This design comes from an exercise in tuning for small area, a short achievable clock period and few clock cycles on the open sky130 flow, not from production work.
In this exercise RTL edits were held to simulation tests only and were not proved equivalent to the original.
Power and IR drop assume default switching activity.

==> design/flow/design.v <==
module ssd1339_rrs (
    input  wire        clk,
    input  wire        rst,           
    input  wire        req_valid,
    input  wire [31:0] req_data,
    output wire        req_ready,
    output reg         rsp_valid,
    output reg  [31:0] rsp_data,
    input  wire [1:0]  stat_sel,
    output reg  [15:0] stat_data,
    output reg         res_o,
    output reg         cs_o,
    output reg         dc_o,
    output wire        dly_req,
    input  wire        dly_ack,
    output wire        cb_req,
    input  wire        cb_ack,
    output wire        tx_valid,
    output wire [7:0]  tx_data,
    output wire        tx_last,
    input  wire        tx_ready,
    input  wire        txr_valid,
    input  wire        txr_err,
    output reg         mem_en,
    output reg         mem_we,
    output reg  [15:0] mem_addr,
    output reg  [7:0]  mem_wdata,
    input  wire [7:0]  mem_rdata
);
    localparam [3:0] PH_UNCONF     = 4'd0,
                     PH_RST_LO     = 4'd1,
                     PH_RST_HI     = 4'd2,
                     PH_CB_INIT    = 4'd3,
                     PH_INIT       = 4'd4,
                     PH_CB_SHOW    = 4'd5,
                     PH_SHOW_CMD   = 4'd6,
                     PH_SHOW_LINES = 4'd7,
                     PH_READY      = 4'd8;
    localparam [3:0] RC_OK      = 4'd0,
                     RC_CONFIG  = 4'd1,
                     RC_BUS     = 4'd2,
                     RC_ILLEGAL = 4'd3,
                     RC_STATE   = 4'd4,
                     RC_ADDR    = 4'd5;
    localparam [3:0] OP_CONSTRUCT = 4'h1,
                     OP_SHOW      = 4'h2,
                     OP_BWR       = 4'h3,
                     OP_BRD       = 4'h4,
                     OP_ENC       = 4'h5,
                     OP_REMAP     = 4'h6;
    localparam [7:0] CMD_WRITE_RAM = 8'h5C;
    localparam [5:0] INIT_LEN      = 6'd57;
    localparam [4:0] S_IDLE     = 5'd0,
                     S_DEC      = 5'd1,
                     S_BRD      = 5'd2,
                     S_FILL     = 5'd3,
                     S_DLY      = 5'd4,
                     S_DLY_GAP  = 5'd5,
                     S_CB       = 5'd6,
                     S_TA       = 5'd7,    
                     S_TB       = 5'd8,    
                     S_TC       = 5'd9,    
                     S_RD       = 5'd10,   
                     S_RDW      = 5'd11,   
                     S_RDD      = 5'd15,   
                     S_SEND     = 5'd12,   
                     S_TW       = 5'd13,   
                     S_TE       = 5'd14,   
                     S_BRDD     = 5'd16;
    reg [4:0]  st;
    reg [31:0] req_q;
    reg [3:0]  phase;
    reg [7:0]  cfg_h;
    reg [7:0]  cfg_w;
    reg        cfg_cb;
    reg        opkind;
    reg [5:0]  init_idx;
    reg [7:0]  line;
    reg [3:0]  last_rc;
    reg        err_sticky;
    reg [3:0]  fail_phase;
    reg [15:0] fill_addr;
    reg [8:0]  bcnt;        
    reg [7:0]  byte_q;      
    function [7:0] init_rom;
        input [5:0] i;
        begin
            case (i)
                6'd0:  init_rom = 8'hAE;
                6'd1:  init_rom = 8'hA0;
                6'd2:  init_rom = 8'hB4;
                6'd3:  init_rom = 8'hA1;
                6'd4:  init_rom = 8'h00;
                6'd5:  init_rom = 8'hA2;
                6'd6:  init_rom = 8'h00;
                6'd7:  init_rom = 8'hA6;
                6'd8:  init_rom = 8'hAD;
                6'd9:  init_rom = 8'h8E;
                6'd10: init_rom = 8'hB0;
                6'd11: init_rom = 8'h05;
                6'd12: init_rom = 8'hB1;
                6'd13: init_rom = 8'h11;
                6'd14: init_rom = 8'hB3;
                6'd15: init_rom = 8'hF0;
                6'd16: init_rom = 8'hB8;
                6'd17: init_rom = 8'h01;
                6'd18: init_rom = 8'h06;
                6'd19: init_rom = 8'h0B;
                6'd20: init_rom = 8'h10;
                6'd21: init_rom = 8'h15;
                6'd22: init_rom = 8'h1A;
                6'd23: init_rom = 8'h1F;
                6'd24: init_rom = 8'h24;
                6'd25: init_rom = 8'h29;
                6'd26: init_rom = 8'h2E;
                6'd27: init_rom = 8'h33;
                6'd28: init_rom = 8'h38;
                6'd29: init_rom = 8'h3D;
                6'd30: init_rom = 8'h42;
                6'd31: init_rom = 8'h47;
                6'd32: init_rom = 8'h4C;
                6'd33: init_rom = 8'h51;
                6'd34: init_rom = 8'h56;
                6'd35: init_rom = 8'h5B;
                6'd36: init_rom = 8'h60;
                6'd37: init_rom = 8'h65;
                6'd38: init_rom = 8'h6A;
                6'd39: init_rom = 8'h6F;
                6'd40: init_rom = 8'h74;
                6'd41: init_rom = 8'h79;
                6'd42: init_rom = 8'hBB;
                6'd43: init_rom = 8'h1C;
                6'd44: init_rom = 8'h1C;
                6'd45: init_rom = 8'h1C;
                6'd46: init_rom = 8'hBE;
                6'd47: init_rom = 8'h3F;
                6'd48: init_rom = 8'hC1;
                6'd49: init_rom = 8'hDC;
                6'd50: init_rom = 8'hD2;
                6'd51: init_rom = 8'hFF;
                6'd52: init_rom = 8'hC7;
                6'd53: init_rom = 8'h0A;
                6'd54: init_rom = 8'hCA;
                6'd55: init_rom = 8'h7F;
                6'd56: init_rom = 8'hAF;
                default: init_rom = 8'h00;
            endcase
        end
    endfunction
    function [6:0] remap_row;
        input       h128;
        input [6:0] l;
        begin
            if (h128)
                remap_row = 7'd95 - l;                   
            else if (l < 7'd64)
                remap_row = 7'd63 - l;
            else if (l < 7'd96)
                remap_row = 7'd0;                        
            else
                remap_row = 7'd63 - l;                   
        end
    endfunction
    wire        geom128   = (cfg_h == 8'd128);
    wire [15:0] line_len  = {7'd0, cfg_w, 1'b0};                  
    wire [15:0] buf_bytes = cfg_w * cfg_h * 2;                     
    wire [3:0]  op       = req_q[3:0];
    wire [7:0]  k_h      = req_q[15:8];
    wire [7:0]  k_w      = req_q[23:16];
    wire        k_cb     = req_q[4];
    wire [15:0] a_addr   = req_q[23:8];
    wire [7:0]  a_data   = req_q[31:24];
    wire [6:0]  q_line   = req_q[14:8];
    reg illegal;
    always @(*) begin
        case (op)
            OP_CONSTRUCT: illegal = (req_q[7:5] != 3'd0) || (req_q[31:24] != 8'd0);
            OP_SHOW:      illegal = (req_q[31:4] != 28'd0);
            OP_BWR:       illegal = (req_q[7:4] != 4'd0);
            OP_BRD:       illegal = (req_q[7:4] != 4'd0) || (req_q[31:24] != 8'd0);
            OP_ENC:       illegal = (req_q[7:4] != 4'd0);
            OP_REMAP:     illegal = (req_q[7:4] != 4'd0) || (req_q[31:15] != 17'd0);
            default:      illegal = 1'b1;
        endcase
    end
    wire needs_cfg  = (op == OP_SHOW) || (op == OP_BWR) || (op == OP_BRD) || (op == OP_REMAP);
    wire state_err  = needs_cfg && (phase == PH_UNCONF);
    wire config_err = (op == OP_CONSTRUCT) && (((k_h != 8'd96) && (k_h != 8'd128)) || (k_w == 8'd0));
    wire addr_err   = ((op == OP_BWR) || (op == OP_BRD)) && (a_addr >= buf_bytes);
    wire [15:0] enc_val   = {req_q[15:11], req_q[23:18], req_q[31:27]};
    wire [6:0]  q_row     = remap_row(geom128, q_line);
    wire        q_dead    = !geom128 && (q_line >= 7'd64) && (q_line < 7'd96);
    wire [15:0] q_offset  = q_row * line_len;
    wire [6:0]  cur_row    = remap_row(geom128, line[6:0]);
    wire [15:0] cur_offset = cur_row * line_len;
    reg [8:0] tx_len;
    always @(*) begin
        case (phase)
            PH_INIT:       tx_len = {3'd0, INIT_LEN};
            PH_SHOW_CMD:   tx_len = 9'd1;
            default:       tx_len = {cfg_w, 1'b0};
        endcase
    end
    wire last_byte = (bcnt == tx_len - 9'd1);
    assign req_ready = (st == S_IDLE);
    assign dly_req   = (st == S_DLY);
    assign cb_req    = (st == S_CB);
    assign tx_valid  = (st == S_SEND);
    assign tx_data   = byte_q;
    assign tx_last   = last_byte;
    always @(*) begin
        case (stat_sel)
            2'd0: stat_data = {fail_phase, last_rc, err_sticky, cfg_cb, geom128,
                               (phase >= PH_RST_LO) && (phase <= PH_SHOW_LINES), phase};
            2'd1: stat_data = {cfg_h, cfg_w};
            2'd2: stat_data = {1'b0, opkind, init_idx, line};
            default: stat_data = 16'h0000;
        endcase
    end
    task respond;
        input [3:0]  rc;
        input [31:0] word;
        begin
            rsp_valid <= 1'b1;
            rsp_data  <= word;
            last_rc   <= rc;
            st        <= S_IDLE;
        end
    endtask
    always @(posedge clk) begin
        if (rst) begin
            st         <= S_IDLE;
            req_q      <= 32'd0;
            phase      <= PH_UNCONF;
            cfg_h      <= 8'd0;
            cfg_w      <= 8'd0;
            cfg_cb     <= 1'b0;
            opkind     <= 1'b0;
            init_idx   <= 6'd0;
            line       <= 8'd0;
            last_rc    <= RC_OK;
            err_sticky <= 1'b0;
            fail_phase <= 4'd0;
            res_o      <= 1'b1;
            cs_o       <= 1'b1;
            dc_o       <= 1'b0;
            rsp_valid  <= 1'b0;
            rsp_data   <= 32'd0;
            mem_en     <= 1'b0;
            mem_we     <= 1'b0;
            mem_addr   <= 16'd0;
            mem_wdata  <= 8'd0;
            fill_addr  <= 16'd0;
            bcnt       <= 9'd0;
            byte_q     <= 8'd0;
        end else begin
            rsp_valid <= 1'b0;
            mem_en    <= 1'b0;
            mem_we    <= 1'b0;
            case (st)
                S_IDLE: begin
                    if (req_valid) begin
                        req_q <= req_data;
                        st    <= S_DEC;
                    end
                end
                S_DEC: begin
                    if (illegal)
                        respond(RC_ILLEGAL, {28'd0, RC_ILLEGAL});
                    else if (state_err)
                        respond(RC_STATE, {28'd0, RC_STATE});
                    else if (config_err)
                        respond(RC_CONFIG, {28'd0, RC_CONFIG});
                    else if (addr_err)
                        respond(RC_ADDR, {28'd0, RC_ADDR});
                    else begin
                        case (op)
                            OP_ENC:   respond(RC_OK, {enc_val, 16'd0});
                            OP_REMAP: respond(RC_OK, {q_offset, q_dead, q_row, 8'd0});
                            OP_BWR: begin
                                mem_en    <= 1'b1;
                                mem_we    <= 1'b1;
                                mem_addr  <= a_addr;
                                mem_wdata <= a_data;
                                respond(RC_OK, 32'd0);
                            end
                            OP_BRD: begin
                                mem_en   <= 1'b1;
                                mem_addr <= a_addr;
                                st       <= S_BRD;
                            end
                            OP_CONSTRUCT: begin
                                cfg_h     <= k_h;
                                cfg_w     <= k_w;
                                cfg_cb    <= k_cb;
                                opkind    <= 1'b0;
                                init_idx  <= 6'd0;
                                line      <= 8'd0;
                                fill_addr <= 16'd0;
                                st        <= S_FILL;
                            end
                            default: begin       
                                opkind <= 1'b1;
                                if (cfg_cb) begin
                                    phase <= PH_CB_SHOW;
                                    st    <= S_CB;
                                end else begin
                                    phase <= PH_SHOW_CMD;
                                    st    <= S_TA;
                                end
                            end
                        endcase
                    end
                end
                S_BRD: st <= S_BRDD;
                S_BRDD: begin
                    respond(RC_OK, {8'd0, mem_rdata, 16'd0});
                end
                S_FILL: begin
                    mem_en    <= 1'b1;
                    mem_we    <= 1'b1;
                    mem_addr  <= fill_addr;
                    mem_wdata <= 8'd0;
                    fill_addr <= fill_addr + 16'd1;
                    if (fill_addr == buf_bytes - 16'd1) begin
                        phase <= PH_RST_LO;
                        res_o <= 1'b0;
                        st    <= S_DLY;
                    end
                end
                S_DLY: begin
                    if (dly_ack) begin
                        if (phase == PH_RST_LO) begin
                            phase <= PH_RST_HI;
                            res_o <= 1'b1;
                            st    <= S_DLY_GAP;
                        end else if (cfg_cb) begin
                            phase <= PH_CB_INIT;
                            st    <= S_CB;
                        end else begin
                            phase <= PH_INIT;
                            st    <= S_TA;
                        end
                    end
                end
                S_DLY_GAP: st <= S_DLY;
                S_CB: begin
                    if (cb_ack) begin
                        if (phase == PH_CB_INIT)
                            phase <= PH_INIT;
                        else
                            phase <= PH_SHOW_CMD;
                        st <= S_TA;
                    end
                end
                S_TA: begin
                    cs_o <= 1'b1;
                    bcnt <= 9'd0;
                    st   <= S_TB;
                end
                S_TB: begin
                    dc_o <= (phase == PH_SHOW_LINES);
                    st   <= S_TC;
                end
                S_TC: begin
                    cs_o <= 1'b0;
                    st   <= S_RD;
                end
                S_RD: begin
                    if (phase == PH_INIT) begin
                        byte_q <= init_rom(bcnt[5:0]);
                        st     <= S_SEND;
                    end else if (phase == PH_SHOW_CMD) begin
                        byte_q <= CMD_WRITE_RAM;
                        st     <= S_SEND;
                    end else begin
                        mem_en   <= 1'b1;
                        mem_addr <= cur_offset + {7'd0, bcnt};
                        st       <= S_RDW;
                    end
                end
                S_RDW: st <= S_RDD;
                S_RDD: begin
                    byte_q <= mem_rdata;
                    st     <= S_SEND;
                end
                S_SEND: begin
                    if (tx_ready) begin
                        if (last_byte) begin
                            st <= S_TW;
                        end else begin
                            bcnt <= bcnt + 9'd1;
                            st   <= S_RD;
                        end
                    end
                end
                S_TW: begin
                    if (txr_valid) begin
                        if (txr_err) begin
                            fail_phase <= phase;
                            err_sticky <= 1'b1;
                            phase      <= opkind ? PH_READY : PH_UNCONF;
                            respond(RC_BUS, {28'd0, RC_BUS});
                        end else begin
                            st <= S_TE;
                        end
                    end
                end
                S_TE: begin
                    cs_o <= 1'b1;
                    case (phase)
                        PH_INIT: begin
                            init_idx <= INIT_LEN;
                            if (cfg_cb) begin
                                phase <= PH_CB_SHOW;
                                st    <= S_CB;
                            end else begin
                                phase <= PH_SHOW_CMD;
                                st    <= S_TA;
                            end
                        end
                        PH_SHOW_CMD: begin
                            line  <= 8'd0;
                            phase <= PH_SHOW_LINES;
                            st    <= S_TA;
                        end
                        default: begin   
                            line <= line + 8'd1;
                            if (line == 8'd127) begin
                                phase <= PH_READY;
                                respond(RC_OK, 32'd0);
                            end else begin
                                st <= S_TA;
                            end
                        end
                    endcase
                end
                default: st <= S_IDLE;
            endcase
        end
    end
endmodule
==> design/flow/run.sh <==
#!/bin/bash
# synth_recipe.tcl (not shown) runs the flow's synth.tcl, then flattens the netlist and writes it again
# the make line also repeats each setting of config.mk as NAME=value (left out here)
make -C /OpenROAD-flow-scripts/flow DESIGN_CONFIG=/design/flow/config.mk WORK_HOME=/design/flow/orfs CLKGATE_MAP_FILE= SYNTH_SCRIPT=/design/flow/synth_recipe.tcl finish
==> design/flow/config.mk <==
export PLATFORM = sky130hd
export DESIGN_NAME = ssd1339_rrs
export DESIGN_NICKNAME = ssd1339_rrs
export VERILOG_FILES = /design/flow/design.v
export SDC_FILE = /design/flow/constraint.sdc
export NUM_CORES = 4
export LEC_CHECK = 0
export CAP_MARGIN = 20
export CORE_MARGIN = 2
export CORE_UTILIZATION = 40
export SLEW_MARGIN = 20
==> design/flow/constraint.sdc <==
create_clock -name core_clock -period 10.0 [get_ports {clk}]
set_input_delay 2.0000 -clock core_clock [delete_from_list [all_inputs] [get_ports {clk}]]
set_output_delay 2.0000 -clock core_clock [all_outputs]
set_load 0.01 [all_outputs]
==> tab_implementation.tex <==
\begin{tabular}{lr}
\hline
Metric & Value \\
\hline
\multicolumn{2}{l}{\textbf{Status}} \\
Run status & complete, no violations \\
\multicolumn{2}{l}{\textbf{Finish}} \\
Area growth from synthesis to layout & 13.8\% \\
Summed area of non-filler cells in the final layout & 18800 µm² \\
Filler instances & 4071 \\
Register Area & 3480 µm² \\
Antenna diode count & 0 \\
Net total in the final layout & 2438 \\
Final std cells w/o fill & 2699 \\
Ratio of cells with drive above 1 in the final layout & 4.85\% \\
Multi-input gate area & 11800 µm² \\
\multicolumn{2}{l}{\textbf{Floorplanning}} \\
Top-level port count & 141 \\
Area enclosed by the die boundary & 42900 µm² \\
Number of cell rows & 74 \\
Initial core utilization & 40.5\% \\
Core region area & 40800 µm² \\
Overall die height & 207 µm \\
Die width & 207 µm \\
\multicolumn{2}{l}{\textbf{Synthesis}} \\
Synthesis-stage register bit count & 174 \\
Sequential share of the synthesized area & 21.1\% \\
Leading area contributor after synthesis & sky130\_fd\_sc\_hd\_\_dfxtp\_1 \\
Share of the synthesized area in the top cell type & 21.1\% \\
Top-count cell post-synth & sky130\_fd\_sc\_hd\_\_nand2\_1 \\
Cell count after synthesis & 2100 \\
Dominant register cell in the synthesized netlist & sky130\_fd\_sc\_hd\_\_dfxtp\_1 \\
FFs w/ async S/R, synth & 0\% \\
Number of distinct library cell variants in the gate-level netlist after synthesis & 103 \\
Yosys synthesis warning count & 1 \\
Synth area leaders & sky130\_fd\_sc\_hd\_\_dfxtp\_1 (21\%), sky130\_fd\_sc\_hd\_\_fa\_1 (11\%), sky130\_fd\_sc\_hd\_\_ha\_1 (11\%) \\
EDFF count, synth & 0 \\
Post-Synthesis Mean Instance Area & 7.87 µm² \\
Cell area after synthesis & 16500 µm² \\
Most used standard cells in the synthesized netlist & sky130\_fd\_sc\_hd\_\_nand2\_1 (261), sky130\_fd\_sc\_hd\_\_inv\_1 (188), sky130\_fd\_sc\_hd\_\_dfxtp\_1 (174), sky130\_fd\_sc\_hd\_\_nor2\_1 (170), sky130\_fd\_sc\_hd\_\_ha\_1 (140) \\
\multicolumn{2}{l}{\textbf{Detailed routing}} \\
Router iterations before antenna repair & 6 \\
Number of remaining DRC errors & 0 \\
Number of nets with antenna violations after detailed routing & 0 \\
Routed via count & 15400 \\
Average via count per standard cell & 5.72 \\
Final wirelength & 54.6 mm \\
Per-cell routed wire length & 20.2 µm \\
Starting DRC count in detailed routing & 1406 \\
\multicolumn{2}{l}{\textbf{Clock network}} \\
TritonCTS Buffers & 17 \\
Buffer depth of the longest clock path & 2 \\
Post-cts repair resize count & 0 \\
CTS tree & yes \\
Clk sinks & 174 \\
Clock root buffer master & sky130\_fd\_sc\_hd\_\_clkbuf\_16 \\
Clock latency reported for the late side of the worst-skew pair & 0.46 ns \\
Hold buffer count at cts & 0 \\
Number of setup buffers added after CTS & 0 \\
Clock-pin slew on the worst setup and hold paths & 0.08 ns \\
H-Tree Depth & 4 \\
\multicolumn{2}{l}{\textbf{Global routing}} \\
Overflow left after global routing & 0 \\
GRT met3 Usage & 4.18\% \\
Met2 Usage GRT & 39.6\% \\
Initial antenna violation count & 0 \\
Largest net degree at the start of global routing & 54 \\
Vias in the first global route & 15000 \\
Overall global routing resource usage & 25.3\% \\
GR met1 Demand/Resource & 35.5\% \\
Wire length of the first global-routing pass & 86.0 mm \\
GR peak layer & met2 \\
\multicolumn{2}{l}{\textbf{STA}} \\
Minimum clock period & 8.12 ns \\
Hold Worst Slack & 0.455 ns \\
Slew of the pin with the lowest slew margin & 1.14 ns \\
Top achievable clock speed & 123 MHz \\
Fin worst setup slack & 1.88 ns \\
Final sum of negative setup slack & 0 ns \\
Number of pins exceeding their max-slew limit in the final report & 0 \\
Relative max-transition margin & 23.8\% \\
Total count of hold-check failures in the final report & 0 \\
Worst clock skew on the final layout & 0.0181 ns \\
RSZ-0062 raised after global routing & false \\
Final setup viols & 0 \\
Share of the clock period used by the worst path after layout & 81.2\% \\
\multicolumn{2}{l}{\textbf{Run}} \\
Max-capacitance violation count & 0 \\
\multicolumn{2}{l}{\textbf{Power and ir drop}} \\
Clock share of power & 28.3\% \\
Portion of total power attributed to combinational logic & 34.9\% \\
Power density of the placed cells & 135 nW/µm² \\
Net switching power of the design & 1050 µW \\
Net Sw Frac & 41.3\% \\
Worst supply voltage drop on vdd & 0.000128 V \\
Leak & 0.00811 µW \\
Reg power frac & 36.8\% \\
P\_int & 1490 µW \\
\multicolumn{2}{l}{\textbf{Place}} \\
Placed cells & 2667 \\
Total half-perimeter wirelength after legalization and detailed placement & 42.3 mm \\
GPL Wtd Cong & 0.933 \\
Number of port buffers & 135 \\
Standard cell area after detailed placement & 18200 µm² \\
Post-Place Worst Slack & 1.97 ns \\
\multicolumn{2}{l}{\textbf{Setup path}} \\
Internal reg-to-reg setup slack & 1.88 ns \\
Worst path required time & 10.39 ns \\
Critical path arrival & 8.51 ns \\
Category of the critical setup timing path & flop to flop \\
Kind of end point of the critical path & flop \\
CP Max Fanout & 11 \\
Setup crit start kind & flop \\
\multicolumn{2}{l}{\textbf{Min path}} \\
HP Class & flop to flop \\
\hline
\end{tabular}
==> power by group through the flow <==
stage               sequential, µW  combinational, µW  clock [µW]
floorplan                      871                571           0
global placement               949                860           0
detailed placement             948                872           0
CTS                            933                877         730
global route                   946                969         759
finish                         937                887         719
==> layer usage <==
metal / wire length [µm] / up-vias
met2: 24700 / 546
met5: 0 / -
met4: 1460 / 0
met3: 3640 / 74
li1: - / 7338
met1: 24800 / 7486
==> flip-flops by register name, summed over array words and instances, names as in the netlist, 8 cells and up, named ones only <==
name,count
bcnt,9
byte_q,8
cfg_h,8
cfg_w,8
fill_addr,16
line,8
mem_addr,16
mem_wdata,8
req_q,32
rsp_data,27
==> final timing paths <==
check        cells after the start                         to                startpoint
min reg2reg                      2   rsp_data[2]$_SDFFE_PP0P_  rsp_data[2]$_SDFFE_PP0P_
max                             24  mem_addr[15]$_SDFFE_PP0P_     cfg_h[7]$_SDFFE_PP0P_
max reg2reg                     24  mem_addr[15]$_SDFFE_PP0P_     cfg_h[7]$_SDFFE_PP0P_
min                              2   rsp_data[2]$_SDFFE_PP0P_  rsp_data[2]$_SDFFE_PP0P_
==> stage by stage <==
stage / util [%] / power, µW
floorplan: - / 1440
global placement: 44.5 / 1810
detailed placement: 44.5 / 1820
CTS: 46.0 / 2540
global route: 46.0 / 2670
finish: 46.0 / 2540
==> critical path, cell delays in order (launching register included) <==
cell and delay [ns]:
sky130_fd_sc_hd__dfxtp_1 0.56, sky130_fd_sc_hd__nor4b_1 0.55, sky130_fd_sc_hd__nand2_1 0.47, sky130_fd_sc_hd__and3_1 0.40, sky130_fd_sc_hd__nor2_1 0.43, sky130_fd_sc_hd__nand2_1 0.15, sky130_fd_sc_hd__fa_1 0.59, sky130_fd_sc_hd__inv_1 0.04
sky130_fd_sc_hd__ha_1 0.26, sky130_fd_sc_hd__inv_1 0.05, sky130_fd_sc_hd__fa_1 0.51, sky130_fd_sc_hd__fa_1 0.56, sky130_fd_sc_hd__inv_1 0.05, sky130_fd_sc_hd__ha_1 0.32, sky130_fd_sc_hd__o21ai_0 0.12, sky130_fd_sc_hd__a21boi_0 0.34
sky130_fd_sc_hd__nor2_1 0.14, sky130_fd_sc_hd__ha_1 0.35, sky130_fd_sc_hd__a21boi_0 0.26, sky130_fd_sc_hd__o21ai_0 0.22, sky130_fd_sc_hd__a2111oi_0 0.83, sky130_fd_sc_hd__nor4bb_1 0.42, sky130_fd_sc_hd__xnor2_1 0.17, sky130_fd_sc_hd__nand2_1 0.08
sky130_fd_sc_hd__a31oi_1 0.15
==> cells in the final DEF, fill, tap and decap left out, types with 10 or more instances in the layout <==
cell type	Yosys	routed
sky130_fd_sc_hd__o21ai_1	11	11
sky130_fd_sc_hd__ha_1	140	140
sky130_fd_sc_hd__a22oi_1	15	15
sky130_fd_sc_hd__nand2_1	261	260
sky130_fd_sc_hd__buf_4	6	21
sky130_fd_sc_hd__and2_1	115	115
sky130_fd_sc_hd__o211ai_1	10	10
sky130_fd_sc_hd__inv_1	188	188
sky130_fd_sc_hd__mux2i_1	37	37
sky130_fd_sc_hd__clkdlybuf4s50_1	0	134
sky130_fd_sc_hd__nand4_1	11	11
sky130_fd_sc_hd__and3_1	28	28
sky130_fd_sc_hd__or3_1	17	17
sky130_fd_sc_hd__o21ai_0	90	90
sky130_fd_sc_hd__a31oi_1	22	22
sky130_fd_sc_hd__a21o_1	13	13
sky130_fd_sc_hd__nor2_1	170	169
sky130_fd_sc_hd__nor2b_1	21	21
sky130_fd_sc_hd__a211oi_1	39	39
sky130_fd_sc_hd__nor4_1	15	15
sky130_fd_sc_hd__nor3_1	44	44
sky130_fd_sc_hd__xnor2_1	47	47
sky130_fd_sc_hd__a311oi_1	16	16
sky130_fd_sc_hd__o22ai_1	10	10
sky130_fd_sc_hd__nand3_1	39	39
sky130_fd_sc_hd__fa_1	94	94
sky130_fd_sc_hd__dfxtp_1	174	174
sky130_fd_sc_hd__nand2b_1	15	15
sky130_fd_sc_hd__a221oi_1	18	18
sky130_fd_sc_hd__a21oi_1	135	134
sky130_fd_sc_hd__clkbuf_16	0	17
sky130_fd_sc_hd__xor2_1	22	22
==> layout make-up <==
type | instances | area share [%]
clock buffers | 18 | 2.28
clock inverters | 14 | 0.992
inverters | 193 | 3.89
multi-input cells | 1613 | 62.8
flip-flops and latches | 174 | 18.5
well taps | 532 | 3.54
repair buffers | 155 | 7.98
==> cells by family (layout without fill, tap and decap cells) <==
family	count (synthesis)	count (layout)	synth area share (%)
other	1	5	0.0227
and+or+nand+nor	785	785	23.2
xor gates and xnor gates	72	72	4.04
AOI/OAI and AO/OA	475	475	19.3
buffers and inverters	317	380	7.66
muxes	42	42	2.70
adders and majority gates	234	234	22.0
DFF	174	174	21.1
Testbench counts, summed over its fixed seeds: cycles 2,458,798.

afterwards: timing with drivers on the ports:
In the flow no input, the clock included, has a driving cell. The finished layout below was timed again as built, in two steps. Step 1, drivers: a clkbuf_16 drives clk and a buf_2 each remaining input, both assumed. Step 2 also shifts input and output timing later by t, the mid clock arrival at the registers, as if the neighbouring blocks saw the same clock. a / b / c = ideal / step 1 / step 2; a / b = the first two.
t, ns: 0.502
slack for setup (ns): 1.877 / 1.877 / 1.877
latest minus earliest clock arrival (ns): 0.018 / 0.019
slew at the worst register clock pin (ns): 0.08 / 0.08
cell pins on the clock port's net: 1
After both steps setup and hold are still met in this run. For this run, drivers alone change the setup slack by 0.000 ns; drivers and shift together by 0.000 ns.
